From an optimization exercise on the open Yosys and OpenROAD flow, aimed at small area; shortcuts taken in it are not production practice. Function not checked in this run: the RTL went through the layout flow alone. Power is estimated from default activity; no workload was simulated.

`run.sh`:
```
#!/bin/bash
# synth_recipe.tcl (not shown) runs the flow's synth.tcl, then flattens the netlist and writes it again
# the make line also repeats each setting of config.mk as NAME=value (left out here)
make -C /OpenROAD-flow-scripts/flow DESIGN_CONFIG=/design/flow/config.mk WORK_HOME=/design/flow/orfs CLKGATE_MAP_FILE= SYNTH_SCRIPT=/design/flow/synth_recipe.tcl finish
```
`config.mk`:
```
export PLATFORM = sky130hd
export DESIGN_NAME = stm_core
export DESIGN_NICKNAME = stm_core
export VERILOG_FILES = /design/flow/design.v
export SDC_FILE = /design/flow/constraint.sdc
export NUM_CORES = 4
export LEC_CHECK = 0
export CAP_MARGIN = 20
export CORE_MARGIN = 2
export CORE_UTILIZATION = 35
export SLEW_MARGIN = 20
```
`constraint.sdc`:
```
create_clock -name core_clock -period 10.0 [get_ports {clk}]
set_input_delay 2.0000 -clock core_clock [delete_from_list [all_inputs] [get_ports {clk}]]
set_output_delay 2.0000 -clock core_clock [all_outputs]
set_load 0.01 [all_outputs]
```
`design.v`:
```
module stm_core (
    input  wire        clk,
    input  wire        rst,
    input  wire        cmd_valid,
    output wire        cmd_ready,
    input  wire [31:0] cmd_hdr,
    input  wire [31:0] cmd_w1,
    input  wire [31:0] cmd_w2,
    output reg         rsp_valid,
    output reg  [31:0] rsp_r0,
    output reg  [31:0] rsp_r1,
    input  wire [3:0]  rx_valid,
    input  wire [31:0] rx_data,
    input  wire [3:0]  txrdy,
    output reg         tx_valid,
    output reg  [1:0]  tx_chan,
    output reg  [7:0]  tx_data,
    input  wire [3:0]  tick,
    output reg         cb_valid,
    output reg  [1:0]  cb_timer,
    output reg  [31:0] cb_token
);
    localparam N_CH  = 4;
    localparam N_TIM = 4;
    localparam C     = 80;
    localparam [7:0] R_OK        = 8'h00;
    localparam [7:0] R_INV_INDEX = 8'h01;
    localparam [7:0] R_NOT_CONF  = 8'h02;
    localparam [7:0] R_ALREADY   = 8'h03;
    localparam [7:0] R_INV_CB    = 8'h04;
    localparam [7:0] R_INV_BASE  = 8'h05;
    localparam [7:0] R_NOT_OPEN  = 8'h06;
    localparam [7:0] R_ILLEGAL   = 8'hFF;
    localparam [1:0] L_UNCONF  = 2'd0;
    localparam [1:0] L_CONF    = 2'd1;
    localparam [1:0] L_RUNNING = 2'd2;
    localparam [1:0] L_CLOSED  = 2'd3;
    reg  [N_CH-1:0]   sc_bound;      
    reg  [N_CH-1:0]   sc_rxie;       
    reg  [N_CH-1:0]   sc_rxne;       
    reg  [N_CH-1:0]   sc_txe;        
    reg  [7:0]        sc_rdr  [0:N_CH-1];
    reg  [6:0]        sc_put  [0:N_CH-1];
    reg  [6:0]        sc_get  [0:N_CH-1];
    reg  [N_CH*C*8-1:0] rxbuf;
    reg  [1:0]        tm_life [0:N_TIM-1];
    reg  [N_TIM-1:0]  tm_base;       
    reg  [31:0]       tm_period [0:N_TIM-1];
    reg  [31:0]       tm_cb   [0:N_TIM-1];
    reg  [15:0]       tm_arr  [0:N_TIM-1];
    reg  [15:0]       tm_cnt  [0:N_TIM-1];
    reg  [N_TIM-1:0]  tm_cen;
    reg  [N_TIM-1:0]  tm_uie;
    reg  [N_TIM-1:0]  tm_uif;
    reg  [N_TIM-1:0]  tm_en;         
    reg               wait_tx;
    reg  [1:0]        wait_ch;
    reg  [7:0]        wait_byte;
    wire [N_CH-1:0]  sc_irq = sc_rxie & sc_rxne;
    wire [N_TIM-1:0] tm_irq = tm_en & tm_uie & tm_uif;
    wire             any_irq = (|sc_irq) | (|tm_irq);
    assign cmd_ready = !wait_tx && !any_irq;
    function [6:0] next_idx;
        input [6:0] k;
        begin
            next_idx = (k == C - 1) ? 7'd0 : k + 7'd1;
        end
    endfunction
    function [6:0] occupancy;
        input [6:0] put;
        input [6:0] get;
        begin
            occupancy = (put >= get) ? put - get : put + C - get;
        end
    endfunction
    function [15:0] reload;
        input        base;
        input [31:0] p;
        reg   [35:0] v;
        begin
            v = base ? ({4'b0, p} * 36'd10) : {4'b0, p};
            reload = (v > 36'd65535) ? 16'hFFFF : v[15:0];
        end
    endfunction
    wire [3:0]  c_unit = cmd_hdr[31:28];
    wire [3:0]  c_op   = cmd_hdr[27:24];
    wire [7:0]  c_id   = cmd_hdr[23:16];
    wire [15:0] c_imm  = cmd_hdr[15:0];
    wire c_imm_byte_op = (cmd_hdr[31:24] == 8'h14) || (cmd_hdr[31:24] == 8'h20) ||
                         (cmd_hdr[31:24] == 8'h21);
    wire c_imm_ok  = c_imm_byte_op ? (c_imm[15:8] == 8'h00) : (c_imm == 16'h0000);
    wire c_is_sc   = (c_unit == 4'h1) && (c_op <= 4'h6);
    wire c_is_tm   = (c_unit == 4'h2) && (c_op <= 4'h5);
    wire c_legal   = (c_is_sc || c_is_tm) && c_imm_ok;
    wire [1:0] c_ch = c_id[1:0];
    reg [1:0] sc_sel;
    reg [1:0] tm_sel;
    integer s;
    always @* begin
        sc_sel = 2'd0;
        for (s = N_CH - 1; s >= 0; s = s - 1)
            if (sc_irq[s]) sc_sel = s[1:0];
        tm_sel = 2'd0;
        for (s = N_TIM - 1; s >= 0; s = s - 1)
            if (tm_irq[s]) tm_sel = s[1:0];
    end
    wire            accept = cmd_valid && cmd_ready;
    wire            c_sc_clear = c_legal && c_is_sc && (c_id < N_CH) &&
                                 (c_op == 4'h0 || c_op == 4'h1 || c_op == 4'h3);
    reg  [N_CH-1:0] buf_clr;         
    reg  [N_CH-1:0] buf_wr;          
    integer b;
    always @* begin
        for (b = 0; b < N_CH; b = b + 1) begin
            buf_wr[b]  = (|sc_irq) && (sc_sel == b);
            buf_clr[b] = accept && c_sc_clear && (c_ch == b);
        end
    end
    wire [7:0]      buf_rd = rxbuf[(c_ch * C + sc_get[c_ch]) * 8 +: 8];
    genvar gc, gk;
    generate
        for (gc = 0; gc < N_CH; gc = gc + 1) begin : g_ch
            for (gk = 0; gk < C; gk = gk + 1) begin : g_slot
                always @(posedge clk) begin
                    if (buf_clr[gc])
                        rxbuf[(gc * C + gk) * 8 +: 8] <= 8'h00;
                    else if (buf_wr[gc] && sc_put[gc] == gk)
                        rxbuf[(gc * C + gk) * 8 +: 8] <= sc_rdr[gc];
                end
            end
        end
    endgenerate
    reg [N_CH-1:0]  n_rxne, n_txe;
    reg [16*N_TIM-1:0] n_cnt;
    reg [N_TIM-1:0] n_uif;
    reg [16:0]      cnt_inc;
    integer i;
    always @(posedge clk) begin
        if (rst) begin
            sc_bound  <= 0;
            sc_rxie   <= 0;
            sc_rxne   <= 0;
            sc_txe    <= {N_CH{1'b1}};
            tm_base   <= 0;
            tm_uie    <= 0;
            tm_uif    <= 0;
            tm_en     <= 0;
            wait_tx   <= 1'b0;
            wait_ch   <= 2'd0;
            wait_byte <= 8'h00;
            rsp_valid <= 1'b0;
            rsp_r0    <= 32'h0;
            rsp_r1    <= 32'h0;
            tx_valid  <= 1'b0;
            tx_chan   <= 2'd0;
            tx_data   <= 8'h00;
            cb_valid  <= 1'b0;
            cb_timer  <= 2'd0;
            cb_token  <= 32'h0;
            for (i = 0; i < N_CH; i = i + 1) begin
                sc_put[i] <= 7'd0;
                sc_get[i] <= 7'd0;
                sc_rdr[i] <= 8'h00;
            end
            for (i = 0; i < N_TIM; i = i + 1) begin
                tm_life[i]   <= L_UNCONF;
                tm_period[i] <= 32'h0;
                tm_cb[i]     <= 32'h0;
                tm_arr[i]    <= 16'h0;
                tm_cnt[i]    <= 16'h0;
            end
        end else begin
            rsp_valid <= 1'b0;
            tx_valid  <= 1'b0;
            cb_valid  <= 1'b0;
            n_rxne = sc_rxne;
            n_txe  = sc_txe;
            n_uif  = tm_uif;
            for (i = 0; i < N_TIM; i = i + 1)
                n_cnt[i*16 +: 16] = tm_cnt[i];
            if (|sc_irq) begin
                n_rxne[sc_sel] = 1'b0;
                sc_put[sc_sel] <= next_idx(sc_put[sc_sel]);
                if (occupancy(sc_put[sc_sel], sc_get[sc_sel]) == C - 1)
                    sc_get[sc_sel] <= next_idx(sc_get[sc_sel]);
            end else if (|tm_irq) begin
                n_uif[tm_sel] = 1'b0;
                if (tm_cb[tm_sel] != 32'h0) begin
                    cb_valid <= 1'b1;
                    cb_timer <= tm_sel;
                    cb_token <= tm_cb[tm_sel];
                end
            end else if (wait_tx) begin
                if (sc_txe[wait_ch]) begin
                    n_txe[wait_ch] = 1'b0;
                    tx_valid  <= 1'b1;
                    tx_chan   <= wait_ch;
                    tx_data   <= wait_byte;
                    wait_tx   <= 1'b0;
                    rsp_valid <= 1'b1;
                    rsp_r0    <= {24'h0, R_OK};
                    rsp_r1    <= 32'h0;
                end
            end else if (cmd_valid) begin
                rsp_valid <= 1'b1;
                rsp_r0    <= {24'h0, R_OK};
                rsp_r1    <= 32'h0;
                if (!c_legal) begin
                    rsp_r0 <= {24'h0, R_ILLEGAL};
                end else if (c_is_sc) begin
                    if (c_id >= N_CH) begin
                        rsp_r0 <= {24'h0, R_INV_INDEX};
                    end else begin
                        case (c_op)
                            4'h0, 4'h1: begin                
                                sc_bound[c_ch] <= 1'b1;
                                sc_put[c_ch]   <= 7'd0;
                                sc_get[c_ch]   <= 7'd0;
                            end
                            4'h2: begin                      
                                if (!sc_bound[c_ch])
                                    rsp_r0 <= {24'h0, R_NOT_CONF};
                                else
                                    sc_rxie[c_ch] <= 1'b1;
                            end
                            4'h3: begin                      
                                sc_bound[c_ch] <= 1'b0;
                                sc_put[c_ch]   <= 7'd0;
                                sc_get[c_ch]   <= 7'd0;
                            end
                            4'h4: begin                      
                                if (!sc_bound[c_ch]) begin
                                    rsp_r0 <= {24'h0, R_NOT_CONF};
                                end else if (sc_txe[c_ch]) begin
                                    n_txe[c_ch] = 1'b0;
                                    tx_valid <= 1'b1;
                                    tx_chan  <= c_ch;
                                    tx_data  <= c_imm[7:0];
                                end else begin
                                    rsp_valid <= 1'b0;
                                    wait_tx   <= 1'b1;
                                    wait_ch   <= c_ch;
                                    wait_byte <= c_imm[7:0];
                                end
                            end
                            default: begin                   
                                if (sc_put[c_ch] != sc_get[c_ch]) begin
                                    rsp_r0 <= {16'h0, buf_rd, R_OK};
                                    sc_get[c_ch] <= next_idx(sc_get[c_ch]);
                                end
                            end
                        endcase
                    end
                end else begin
                    if (c_id >= N_TIM) begin
                        rsp_r0 <= {24'h0, R_INV_INDEX};
                    end else begin
                        case (c_op)
                            4'h0, 4'h1: begin                
                                if (tm_life[c_ch] != L_UNCONF) begin
                                    rsp_r0 <= {24'h0, R_ALREADY};
                                end else if (c_imm[7:0] > 8'h01) begin
                                    rsp_r0 <= {24'h0, R_INV_BASE};
                                end else begin
                                    tm_base[c_ch]   <= c_imm[0];
                                    tm_period[c_ch] <= 32'h0;
                                    tm_arr[c_ch]    <= 16'h0;
                                    tm_cb[c_ch]     <= 32'h0;
                                    tm_life[c_ch]   <= L_CONF;
                                end
                            end
                            4'h2: begin                      
                                if (tm_life[c_ch] == L_UNCONF) begin
                                    rsp_r0 <= {24'h0, R_NOT_CONF};
                                end else begin
                                    tm_period[c_ch] <= cmd_w1;
                                    tm_arr[c_ch]    <= reload(tm_base[c_ch], cmd_w1);
                                    tm_uie[c_ch]    <= 1'b1;
                                    tm_en[c_ch]     <= 1'b1;
                                    if (cmd_w2 == 32'h0) begin
                                        rsp_r0 <= {24'h0, R_INV_CB};
                                    end else begin
                                        tm_cb[c_ch]   <= cmd_w2;
                                        n_cnt[c_ch*16 +: 16] = 16'h0;
                                        n_uif[c_ch]   = 1'b0;
                                        tm_life[c_ch] <= L_RUNNING;
                                    end
                                end
                            end
                            4'h3: begin                      
                                if (tm_life[c_ch] != L_RUNNING) begin
                                    rsp_r0 <= {24'h0, R_NOT_OPEN};
                                end else begin
                                    tm_period[c_ch] <= cmd_w1;
                                    tm_arr[c_ch]    <= reload(tm_base[c_ch], cmd_w1);
                                    tm_uie[c_ch]    <= 1'b1;
                                    n_cnt[c_ch*16 +: 16] = 16'h0;
                                    n_uif[c_ch]     = 1'b0;
                                end
                            end
                            4'h4: begin                      
                                if (tm_life[c_ch] != L_RUNNING) begin
                                    rsp_r0 <= {24'h0, R_NOT_OPEN};
                                end else begin
                                    tm_uie[c_ch]  <= 1'b0;
                                    tm_cb[c_ch]   <= 32'h0;
                                    tm_life[c_ch] <= L_CLOSED;
                                end
                            end
                            default: begin                   
                                rsp_r0 <= {15'h0, tm_life[c_ch] == L_RUNNING, 8'h00, R_OK};
                                rsp_r1 <= tm_period[c_ch];
                            end
                        endcase
                    end
                end
            end
            for (i = 0; i < N_CH; i = i + 1) begin
                if (rx_valid[i] && !n_rxne[i]) begin
                    n_rxne[i] = 1'b1;
                    sc_rdr[i] <= rx_data[i*8 +: 8];
                end
                if (txrdy[i])
                    n_txe[i] = 1'b1;
            end
            sc_rxne <= n_rxne;
            sc_txe  <= n_txe;
            for (i = 0; i < N_TIM; i = i + 1) begin
                if (tick[i] && cen_after[i] && arr_after[i*16 +: 16] != 16'h0) begin
                    cnt_inc = {1'b0, n_cnt[i*16 +: 16]} + 17'd1;
                    if (cnt_inc[15:0] == arr_after[i*16 +: 16]) begin
                        n_cnt[i*16 +: 16] = 16'h0;
                        n_uif[i] = 1'b1;
                    end else begin
                        n_cnt[i*16 +: 16] = cnt_inc[15:0];
                    end
                end
                tm_cnt[i] <= n_cnt[i*16 +: 16];
            end
            tm_uif <= n_uif;
        end
    end
    reg [N_TIM-1:0] cen_after;
    reg [16*N_TIM-1:0] arr_after;
    integer t;
    always @* begin
        cen_after = tm_cen;
        for (t = 0; t < N_TIM; t = t + 1)
            arr_after[t*16 +: 16] = tm_arr[t];
        if (!any_irq && !wait_tx && cmd_valid && c_legal && c_is_tm && c_id < N_TIM) begin
            if (c_op == 4'h2 && tm_life[c_ch] != L_UNCONF) begin
                arr_after[c_ch*16 +: 16] = reload(tm_base[c_ch], cmd_w1);
                if (cmd_w2 != 32'h0)
                    cen_after[c_ch] = 1'b1;
            end else if (c_op == 4'h3 && tm_life[c_ch] == L_RUNNING) begin
                arr_after[c_ch*16 +: 16] = reload(tm_base[c_ch], cmd_w1);
                cen_after[c_ch] = 1'b1;
            end else if (c_op == 4'h4 && tm_life[c_ch] == L_RUNNING) begin
                cen_after[c_ch] = 1'b0;
            end
        end
    end
    always @(posedge clk) begin
        if (rst)
            tm_cen <= 0;
        else
            tm_cen <= cen_after;
    end
endmodule
```
==> summary.txt <==
====================================================================================
Area enclosed by the die boundary                                       423000 sq um
Final count of negative-setup-slack endpoints                                      0
Series of cell instances along the critical path                        clkdlybuf4s50_1 > nor3_1 > nand3b_1 > a2111o_1 > nor4_4 > nand2_1 > nand2_1 > inv_1 > ha_1 > and3_1 > nand3_1 > nor2_1 > xnor2_1 > o22ai_1 > a2111oi_0 > o22a_1 > mux2i_1 > o21ai_0 > and3_1 > a41o_4 > nor3_1
Number of synthesis warnings                                                       3
Dominant synthesized flop cell                                          sky130_fd_sc_hd__dfxtp_1
Number of buffers and inverters on the critical path                               2
Total leakage power                                                        0.0615 uW
Number of levels the H-tree was split into                                         5
Starting DRT DRC Count                                                         12700
Final critical delay including setup and external delays                     8110 ps
Clock-pin slew on the worst setup and hold paths                               50 ps
Final hold violation count                                                         0
Placer's final routability congestion estimate                                 0.902
Cell with the largest stage delay on the worst path                     sky130_fd_sc_hd__nor3_1
Number of remaining DRC errors                                                     0
PwrDens                                                                  170 nW/um^2
Count of fill cells added during filler insertion                              40800
Post-synth EDFFs                                                                 384
X dimension of the die                                                        650 um
Nets                                                                           15000
Area inside the core boundary                                           416000 sq um
I/O pin total                                                                    255
Via count of the first global-routing pass                                    109000
Largest delay share family, worst path                                  simple AND/OR/NAND/NOR gates
Hold Path Cell Cnt                                                                 2
Final Cell Area                                                         165000 sq um
Count of different cell masters after synthesis                                  100
Result of the run                                   no timing/DRC/antenna violations
CP Max Fanout                                                                     16
Number of standard cells after synthesis                                       15300
Number of post-CTS setup repair buffers                                            0
Number of buffers inserted for hold repair after clock tree synthesis              0
Setup repair after global routing missed its margin                               no
Fraction of the cycle the final worst path needs                               81.1%
Routed via count divided by cell count                                          5.60
Initial Util                                                                   35.1%
Cells on worst reg2reg path                                                       22
CP max stage delay                                                            870 ps
Flops & latches, synth                                                          3179
Site Rows                                                                        237
Worst reg2reg setup slack                                                    2830 ps
Clock Sink Count                                                                3179
Setup crit start kind                                                     input port
Chip height                                                                   650 um
Port bufs                                                                        239
Final clock skew                                                              117 ps
Post-CTS resize count                                                              0
Maximum number of pins on one net before global-route repair                     240
Sequential cell area                                                     67600 sq um
Sum of overflow across all layers after global routing                             0
Most frequent cells after synthesis                                     sky130_fd_sc_hd__dfxtp_1 (2795), sky130_fd_sc_hd__nand2_1 (2143), sky130_fd_sc_hd__nor2_1 (1827)
GRT Util Overall                                                               20.7%
Antenna viol nets, final                                                           0
Detailed-router iteration count before antenna repair                              6
Antenna violations before repair                                                  12
Max cap viols                                                                      0
Share of layout cells above drive strength 1                                   12.7%
Final routed wirelength across all metal layers                               457 mm
Worst path depth                                                                  21
CP Data Required Time                                                       10770 ps
Main area contributors after synthesis                                  sky130_fd_sc_hd__dfxtp_1 (38%), sky130_fd_sc_hd__mux4_2 (14%), sky130_fd_sc_hd__edfxtp_1 (7.9%), sky130_fd_sc_hd__mux2i_1 (7.8%), sky130_fd_sc_hd__a21oi_1 (5.7%)
Syn-to-layout area delta                                                       13.1%
Fraction of post-synthesis cell area in the top cell type by area              38.3%
Worst slew margin relative to its limit                                        15.4%
Dominant cell type by area after synthesis                              sky130_fd_sc_hd__dfxtp_1
First-pass GRT wire length                                                    693 mm
Most used standard cell by instance count after synthesis               sky130_fd_sc_hd__dfxtp_1
CTS tree                                                                       built
Category of the worst setup path capture point                             flip-flop
Worst hold path type                                                         reg2reg
Overall power consumption                                                   28100 uW
Final hold slack                                                              448 ps
Crit path kind                                                                in2reg
Post-synthesis sequential area ratio                                           46.1%
Later-pin clock latency in the skew report                                    980 ps
Tightest Pin Transition                                                      1260 ps
Largest vdd supply drop                                                     0.130 mV
HPWL after DPL                                                                280 mm
Maximum achievable frequency                                               0.123 GHz
Total Negative Setup Slacks                                                     0 ps
Synthesized area per cell                                                 9.57 sq um
Number of buffers on the longest clock path                                        4
WP data arrival                                                              8880 ps
Max-slew violation count                                                           0
CTS root buf                                                            sky130_fd_sc_hd__clkbuf_16
Ys async rst share                                                                0%
Area occupied by multi-input gates                                       73500 sq um
Final core utilization                                                         39.7%
Placed Instance Area                                                    153000 sq um
CTS Buf Count                                                                    353
Vias after detailed routing                                                   115000
Detailed-route wire length per cell                                          22.2 um
Area of the mapped netlist                                              146000 sq um
====================================================================================
-- cell families (layout without fill, tap and decap cells) --
logic type / after synthesis / count (layout) / synth area share [%]
AO/OA/AOI/OAI: 2196 / 2196 / 8.41
other: 1 / 18 / 0.00256
XOR/XNOR: 190 / 190 / 1.15
buffers and inverters: 1518 / 1305 / 4.01
adder cells (fa/ha/maj): 98 / 98 / 0.879
flip-flops: 3179 / 3179 / 46.1
AND/OR/NAND/NOR: 6064 / 6064 / 17.8
multiplexers: 2040 / 2040 / 21.6
-- final timing paths --
path | startpoint | endpoint
worst max register to register | sc_rxie[0] | sc_get[2][3]
worst min-delay path | rxbuf[2484] | rxbuf[2484]
worst max-delay path | cmd_hdr[7] | tm_cnt[1][4]
worst min register to register | rxbuf[2484] | rxbuf[2484]
-- layout by cell type, fill, tap and decap left out, types with 118 or more instances in the layout --
cell type                            n
sky130_fd_sc_hd__o21ai_0           134
sky130_fd_sc_hd__clkbuf_16         363
sky130_fd_sc_hd__clkdlybuf4s50_1   236
sky130_fd_sc_hd__xnor2_1           118
sky130_fd_sc_hd__mux2i_1          1140
sky130_fd_sc_hd__inv_1             162
sky130_fd_sc_hd__dfxtp_1          2763
sky130_fd_sc_hd__buf_4             231
sky130_fd_sc_hd__mux4_2            888
sky130_fd_sc_hd__edfxtp_1          384
sky130_fd_sc_hd__nand3_1          1604
sky130_fd_sc_hd__nand2_1          2136
sky130_fd_sc_hd__nor2_1           1781
sky130_fd_sc_hd__a21oi_1          1654
-- per-layer routing --
| metal | track usage (%) | vias up | part of all wire (%) |
|---|---|---|---|
| met5 | 0 | - | 0.016 |
| met3 | 2.80 | 845 | 6.9 |
| met4 | 7.03 | 10 | 3.6 |
| met2 | 32.7 | 4223 | 46 |
| met1 | 28.9 | 57000 | 43 |
| li1 | - | 53300 | - |
-- where the power goes --
part	internal, uW	leakage [uW]	switching [uW]
clock network	7860	0.00591	5580
registers	13000	0.0264	151
logic	528	0.0292	998
-- tightest hold or removal path, delay by kind of cell (launching register included) --
kind	cells	cell delay [ps]
simple gates	1	50
flops	1	300
compound gates	1	50
-- stage by stage --
stage	setup WS, ps	instances
2_1_floorplan	2490	15300
3_3_place_gp	1230	19900
3_5_place_dp	1160	19900
4_1_cts	2140	20600
5_1_grt	1700	20600
6_report	1890	20600
-- final cells by class --
type,count,area share [%]
Sequential cell,3179,40.9
Antenna cell,3,0.00454
Timing Repair Buffer,502,2.89
Clock buffer,506,6.28
Tap cell,5497,4.16
Multi-Input combinational cell,10600,44.4
Clock inverter,135,0.987
Inverter,162,0.368
-- registers in the layout (all words and copies together), names as in the netlist, 13 cells and up, named ones only --
signal,count
cb_token,32
sc_get,28
tm_period,128
tm_cb,128
rsp_r1,32
rsp_r0,13
rxbuf,2560
sc_rdr,32
tm_cnt,64
sc_put,28
tm_arr,64

-- afterwards: timing with drivers on the ports --
How much do the figures lean on ideal ports? The routed layout below was timed once more, with nothing changed but the port constraints. Step 1 (the two cells are an assumption about what drives the block):
set clk [get_ports {clk}]
set_driving_cell -lib_cell sky130_fd_sc_hd__clkbuf_16 $clk
set_driving_cell -lib_cell sky130_fd_sc_hd__buf_2 [delete_from_list [all_inputs] $clk]
Step 2 adds t to the input delays and takes it off the output delays; t is the mean of the earliest and latest rising clock arrival at the registers after step 1. Input paths then give back, and output paths get back, about the clock's delay inside the block. a / b / c = no drivers / after step 1 / after step 2; a / b = the first two.
shift t [ns]: 1.034
setup slack, ns: 1.893 / 1.964 / 0.930
worst hold slack (ns): 0.448 / 0.448 / 0.448
After both steps this run still meets setup and hold. The setup slack of this run moves by +0.071 ns with the drivers and by -0.963 ns with both steps.
